From an optimization exercise on the open Yosys and OpenROAD flow, aimed at small area, a short achievable clock period and few clock cycles per item; shortcuts taken in it are not production practice.
Where RTL was checked, it was by simulation tests only, not by an equivalence proof against the original.
Power is estimated from default activity; no workload was simulated.

job 101:
// llmp16_alu
module llmp16_alu (
    input  wire        clk,
    input  wire        rst,           
    input  wire        in_valid,
    output wire        in_ready,
    input  wire [15:0] in_instr,      
    input  wire [15:0] in_a,          
    input  wire [15:0] in_b,          
    output reg         out_valid,
    output reg  [15:0] out_result,
    output reg  [3:0]  out_dest,
    output reg         out_reg_we,
    output wire [3:0]  out_flags,     
    output reg         out_flags_we
);
    localparam [3:0] OP_NOP = 4'd0,  OP_ADD = 4'd1,  OP_SUB = 4'd2,  OP_CMP = 4'd3,
                     OP_AND = 4'd4,  OP_TST = 4'd5,  OP_OR  = 4'd6,  OP_XOR = 4'd7,
                     OP_SHL = 4'd8,  OP_SHR = 4'd9,  OP_SAR = 4'd10, OP_MUL = 4'd11,
                     OP_DIV = 4'd12, OP_MOD = 4'd13;
    genvar gi;
    wire [3:0] cls = in_instr[15:12];
    wire [3:0] t   = in_instr[11:8];
    wire [3:0] fx  = in_instr[7:4];
    wire [3:0] fy  = in_instr[3:0];
    wire       c23 = (cls[3:1] == 3'b001);
  ...
For scale: about 90 flip-flops, about 13000 sq um of cells after synthesis.
clock: 10.0 ns
lec_check: 0
abc_area: 1
cap_margin: 20
core_margin: 2
core_utilization: 45
slew_margin: 20
standard.sh (not shown) runs the stock make flow with config.mk's settings and CLKGATE_MAP_FILE= SYNTH_SCRIPT=/design/flow/synth_recipe.tcl, a recipe that flattens the netlist after the stock synthesis.
==> flow/flow/run.sh <==
#!/bin/bash
set -euo pipefail
bash standard.sh SETUP_SLACK_MARGIN=6.3 finish > standard_flow.log 2>&1
Job 101 reached the final stage; the timing, design-rule and antenna checks on its layout passed.
Testbench counts of job 101, summed over its fixed seeds: cycles 16,318, ops 12,000.
Here is what was changed in the inputs of job 105 compared with job 101.
--- a/flow/design.v
+++ b/flow/design.v
@@ -362,20 +362,18 @@
         assign in_b_pre[gi] = in_b_pre[gi + 1] | in_b[gi];
     end endgenerate
     wire        d_div_one = ((in_a & ~in_b_pre) == 16'd0) || !in_b_pre[0];
     wire        d_multi = in_valid && (i_mul || ((i_div || i_mod) && !d_div_one));
     reg        ready_r;       
     reg        v_r;           
     reg [3:0]  op_r;
     reg [3:0]  dest_r;
     reg        sub_r;         
-    reg        dfirst_r;      
-    reg        sleft_r;       
     reg        big_r;         
     reg [3:0]  msb_a, msb_b;  
     reg [15:0] a_r, b_r;      
     reg        mul_p2;        
     reg        h_r, x_r;      
     reg [2:0]  xl_r;          
     reg        fc_r, fv_r;    
     reg        div_run;       
     reg [3:0]  cnt;           
@@ -389,36 +387,35 @@
     wire e_shl = (op_r == OP_SHL);
     wire e_shr = (op_r == OP_SHR);
     wire e_sar = (op_r == OP_SAR);
     wire e_mul = (op_r == OP_MUL);
     wire e_mod = (op_r == OP_MOD);
     wire e_dm  = (op_r == OP_DIV) || e_mod;
     wire e_nop = (op_r == OP_NOP);
     wire [15:0] f1_s = a_r ^ b_r ^ out_result;
     wire [15:0] f1_c = (a_r & b_r) | (a_r & out_result) | (b_r & out_result);
+    wire [16:0] mul_sum = {1'b0, f1_s} + {1'b0, f1_c[14:0], 1'b0};
+    wire        mul_c = h_r || (x_r ^ (^xl_r) ^ f1_c[15] ^ mul_sum[16]);
     wire [15:0] bx   = b_r ^ {16{sub_r}};
-    wire [15:0] ad_x = mul_p2 ? f1_s : a_r;
-    wire [15:0] ad_y = mul_p2 ? {f1_c[14:0], 1'b0} : bx;
-    wire [16:0] sum  = {1'b0, ad_x} + {1'b0, ad_y} + {16'd0, sub_r};
+    wire [16:0] sum  = {1'b0, a_r} + {1'b0, bx} + {16'd0, sub_r};
     wire        cout = sum[16];
     wire        add_c = sub_r ? !cout : cout;
     wire        add_v = (a_r[15] == bx[15]) && (sum[15] != a_r[15]);
-    wire        mul_c = h_r || (x_r ^ (^xl_r) ^ f1_c[15] ^ cout);
-    wire        div_first = dfirst_r;
+    wire        div_first = e_dm && !div_run;
     wire        b_zero = (b_r == 16'd0);
     wire        fits   = cout;                  
     wire [3:0]  k = msb_a - msb_b;              
     wire        k_zero = (k == 4'd0);           
     wire        div_done_first = b_zero || !fits || k_zero;
     wire        div_fin = div_run ? (cnt == 4'd0) : div_done_first;
     wire [15:0] quo = div_run ? {out_result[14:0], fits} : {15'd0, fits && k_zero};
     wire [15:0] rem = fits ? sum[15:0] : a_r;
-    wire        sh_left = sleft_r;
+    wire        sh_left = e_shl || div_first;
     wire [15:0] sh_x;
     wire [15:0] sh_r;
     generate for (gi = 0; gi < 16; gi = gi + 1) begin : g_rev
         assign sh_x[gi] = div_first ? b_r[15 - gi] : a_r[gi];
     end endgenerate
     wire        sh_f   = e_sar && a_r[15];
     wire [4:0]  sh_n   = div_first ? {1'b0, k} : b_r[4:0];
     wire        sh_big = !div_first && big_r;
     wire [16:0] s0 = {sh_x, 1'b0};
@@ -449,19 +446,19 @@
     reg  [15:0] r;
     reg         fc, fv;
     always @* begin
         r  = sum[15:0];
         fc = 1'b0;
         fv = 1'b0;
         if (e_add || e_sub) begin
             fc = add_c; fv = add_v;
         end else if (e_mul) begin
-            fc = mul_c;
+            r = mul_sum[15:0]; fc = mul_c;
         end else if (e_and) r = a_r & b_r;
         else if (e_or)  r = a_r | b_r;
         else if (e_xor) r = a_r ^ b_r;
         else if (e_shl || e_shr || e_sar) begin
             r = sh_r; fc = sh_c;
         end else if (e_dm) begin
             r = (e_mod && div_fin) ? rem : quo;
         end
     end
@@ -473,35 +470,30 @@
         fv_r         <= fv;
         out_dest     <= dest_r;
         out_reg_we   <= !(e_nop || op_r == OP_CMP || op_r == OP_TST || (e_dm && b_zero));
         out_flags_we <= !(e_nop || (e_dm && b_zero));
         if (ready_r) begin
             a_r    <= d_a;
             b_r    <= d_b;
             op_r   <= d_op;
             sub_r  <= i_sub || i_cmp || i_div || i_mod;
-            dfirst_r <= i_div || i_mod;
-            sleft_r  <= i_shl || i_div || i_mod;
             big_r  <= d_big;
             msb_a  <= d_msb_a;
             msb_b  <= d_msb_b;
             dest_r <= c4 ? fx : 4'd0;
+        end else if (mul_p1) begin
+            a_r <= csa_r0;
+            b_r <= csa_r1;
+        end else if (div_first) begin
+            b_r <= sh_r;
         end else begin
-            dfirst_r <= 1'b0;
-            if (mul_p1) begin
-                a_r <= csa_r0;
-                b_r <= csa_r1;
-            end else if (div_first) begin
-                b_r <= sh_r;
-            end else begin
-                if (fits) a_r <= sum[15:0];
-                b_r <= {1'b0, b_r[15:1]};
-            end
+            if (fits) a_r <= sum[15:0];
+            b_r <= {1'b0, b_r[15:1]};
         end
         h_r <= mul_h;
         x_r <= csa_x;
         xl_r <= csa_xl;
         cnt <= div_run ? cnt - 4'd1 : k;
         if (rst) begin
             ready_r   <= 1'b1;
             v_r       <= 1'b0;
             out_valid <= 1'b0;
Results
Job 101 -> job 105: number of iterations in the first detailed-routing pass delta 0, exact match
| routed length on met3 | job 105 vs job 101 | about 4.4% lower |
Looking at fraction of final layout cells sized beyond drive strength 1, job 105 sits 0.30 points higher than job 101 does.
Relative to job 101, the number of global-route vias before repair of job 105 is higher by 284.
Cmp job 105 vs job 101: worst setup margin higher in job 105
The critical path class comes out in -> reg in one run and reg -> reg in the other, namely in job 105 and job 101 respectively.
Job 105 -> job 101: die outline area flat
The RTL of job 105 was laid out without a check of its function.

---

== willow ==
Another version of the RTL of llmp16_alu (not shown whole).
Size: about 2000 cells after synthesis, ~97 flip-flops, roughly 0.013 mm2 of cells after synthesis.
export LEC_CHECK = 0
export ABC_AREA = 1
export CAP_MARGIN = 20
export CORE_MARGIN = 2
export CORE_UTILIZATION = 45
export SLEW_MARGIN = 20
create_clock -name core_clock -period 10.0 [get_ports {clk}]
==> flow/flow/run.sh <==
#!/bin/bash
set -euo pipefail
bash standard.sh SETUP_SLACK_MARGIN=6.3 "BUFFER_PORTS_ARGS=-buffer_cell sky130_fd_sc_hd__buf_1" finish > standard_flow.log 2>&1
Testbench counts of willow, summed over its fixed seeds: cycles 16,318, ops 12,000.
diff inputs: willow => pepper
-- flow/design.v --
<<< willow, line 363
    reg [3:0]  msb_a, msb_b;  
    reg [15:0] a_r, b_r;      
    reg        mul_p2;        
    reg        h_r, x_r;      
>>> pepper, line 363
    reg [3:0]  msb_a, msb_b;  
    reg [15:0] a_r, b_r;      
    reg        mul_p1;        
    reg        mul_p2;        
    reg        h_r, x_r;      
<<< willow, line 432
    wire        fc = (f_add && add_c) || (f_mul && mul_c) || (f_sh && sh_c);
    wire        fv = f_add && add_v;
    wire mul_p1 = f_mul && !mul_p2;
    wire fin    = v_r && (f_mul ? mul_p2 : f_dm ? div_fin : 1'b1);
    always @(posedge clk) begin
>>> pepper, line 433
    wire        fc = (f_add && add_c) || (f_mul && mul_c) || (f_sh && sh_c);
    wire        fv = f_add && add_v;
    wire fin    = v_r && (f_mul ? mul_p2 : f_dm ? div_fin : 1'b1);
    always @(posedge clk) begin
<<< willow, line 466
        end else begin
            dfirst_r <= 1'b0;
            if (mul_p1) begin
                a_r <= csa_r0;
                b_r <= csa_r1;
            end else if (div_first) begin
                b_r <= sh_r;
            end else begin
>>> pepper, line 466
        end else begin
            dfirst_r <= 1'b0;
            if (div_first) begin
                b_r <= sh_r;
            end else begin
<<< willow, line 475
                b_r <= {1'b0, b_r[15:1]};
            end
        end
        h_r <= mul_h;
>>> pepper, line 472
                b_r <= {1'b0, b_r[15:1]};
            end
        end
        if (mul_p1) begin
            a_r <= csa_r0;
            b_r <= csa_r1;
        end
        h_r <= mul_h;
<<< willow, line 484
            v_r       <= 1'b0;
            out_valid <= 1'b0;
            mul_p2    <= 1'b0;
            div_run   <= 1'b0;
>>> pepper, line 485
            v_r       <= 1'b0;
            out_valid <= 1'b0;
            mul_p1    <= 1'b0;
            mul_p2    <= 1'b0;
            div_run   <= 1'b0;
<<< willow, line 489
            out_valid <= fin;
            v_r       <= ready_r ? in_valid : !fin;
            mul_p2    <= v_r && mul_p1;
            div_run   <= v_r && f_dm && !div_fin;
            ready_r   <= ready_r ? !d_multi :
>>> pepper, line 491
            out_valid <= fin;
            v_r       <= ready_r ? in_valid : !fin;
            mul_p1    <= ready_r && in_valid && i_mul;
            mul_p2    <= mul_p1;
            div_run   <= v_r && f_dm && !div_fin;
            ready_r   <= ready_r ? !d_multi :
==> results.txt <==
- Compared with willow, pepper shows routed wire length higher by 4.1%.
- The post-route total power number comes out lower for willow vs pepper.
- In pepper relative to willow, placed instance count had gone up slightly.
- pepper against willow: met2 wirelength from detailed routing has increased; number of antenna violations at the first check in global routing has decreased; hold slack has increased.
- The smallest setup slack after layout of pepper was inferior to that of willow.
- Against willow, pepper reports a global-route wire length before repair that is higher.
- pepper ends up with lower total of clock buffers placed in the layout than willow does.
- On global routing usage on met3: between pepper and willow, it ends up higher for pepper.
- | final design instance area without fill | pepper vs willow | worse |
No functional check of the RTL was part of pepper.

what the ideal ports hide:
The results above use ideal ports. As a check the final layouts listed here were re-extracted and re-timed, cells and wires unchanged.
Step 1: set_driving_cell puts a clkbuf_16 on clk and a buf_2 on each other input, an assumption about the parent block.
Step 2 times the ports against the registers' clock, not the clock port: input delays grow and output delays shrink by t, the midpoint of the rising clock arrivals with the driver on.
a / b / c = ideal ports / drivers / drivers and shift; a / b = the first two.
run | shift t [ns] | setup WS [ns] | worst setup path after step 2 | worst register clock-pin slew, ns
job 101 | 0.414 | 6.249 / 6.249 / 5.956 | input to register | 0.08 / 0.08
job 105 | 0.424 | 6.275 / 6.299 / 5.881 | input to register | 0.09 / 0.09
willow | 0.419 | 6.357 / 6.323 / 6.047 | input to register | 0.08 / 0.08
pepper | 0.415 | 6.344 / 6.296 / 6.018 | input to register | 0.10 / 0.10
After both steps setup and hold are still met in every run listed. The setup slack of job 105, which loses most, moves by +0.024 ns with the drivers and by -0.394 ns with both steps.
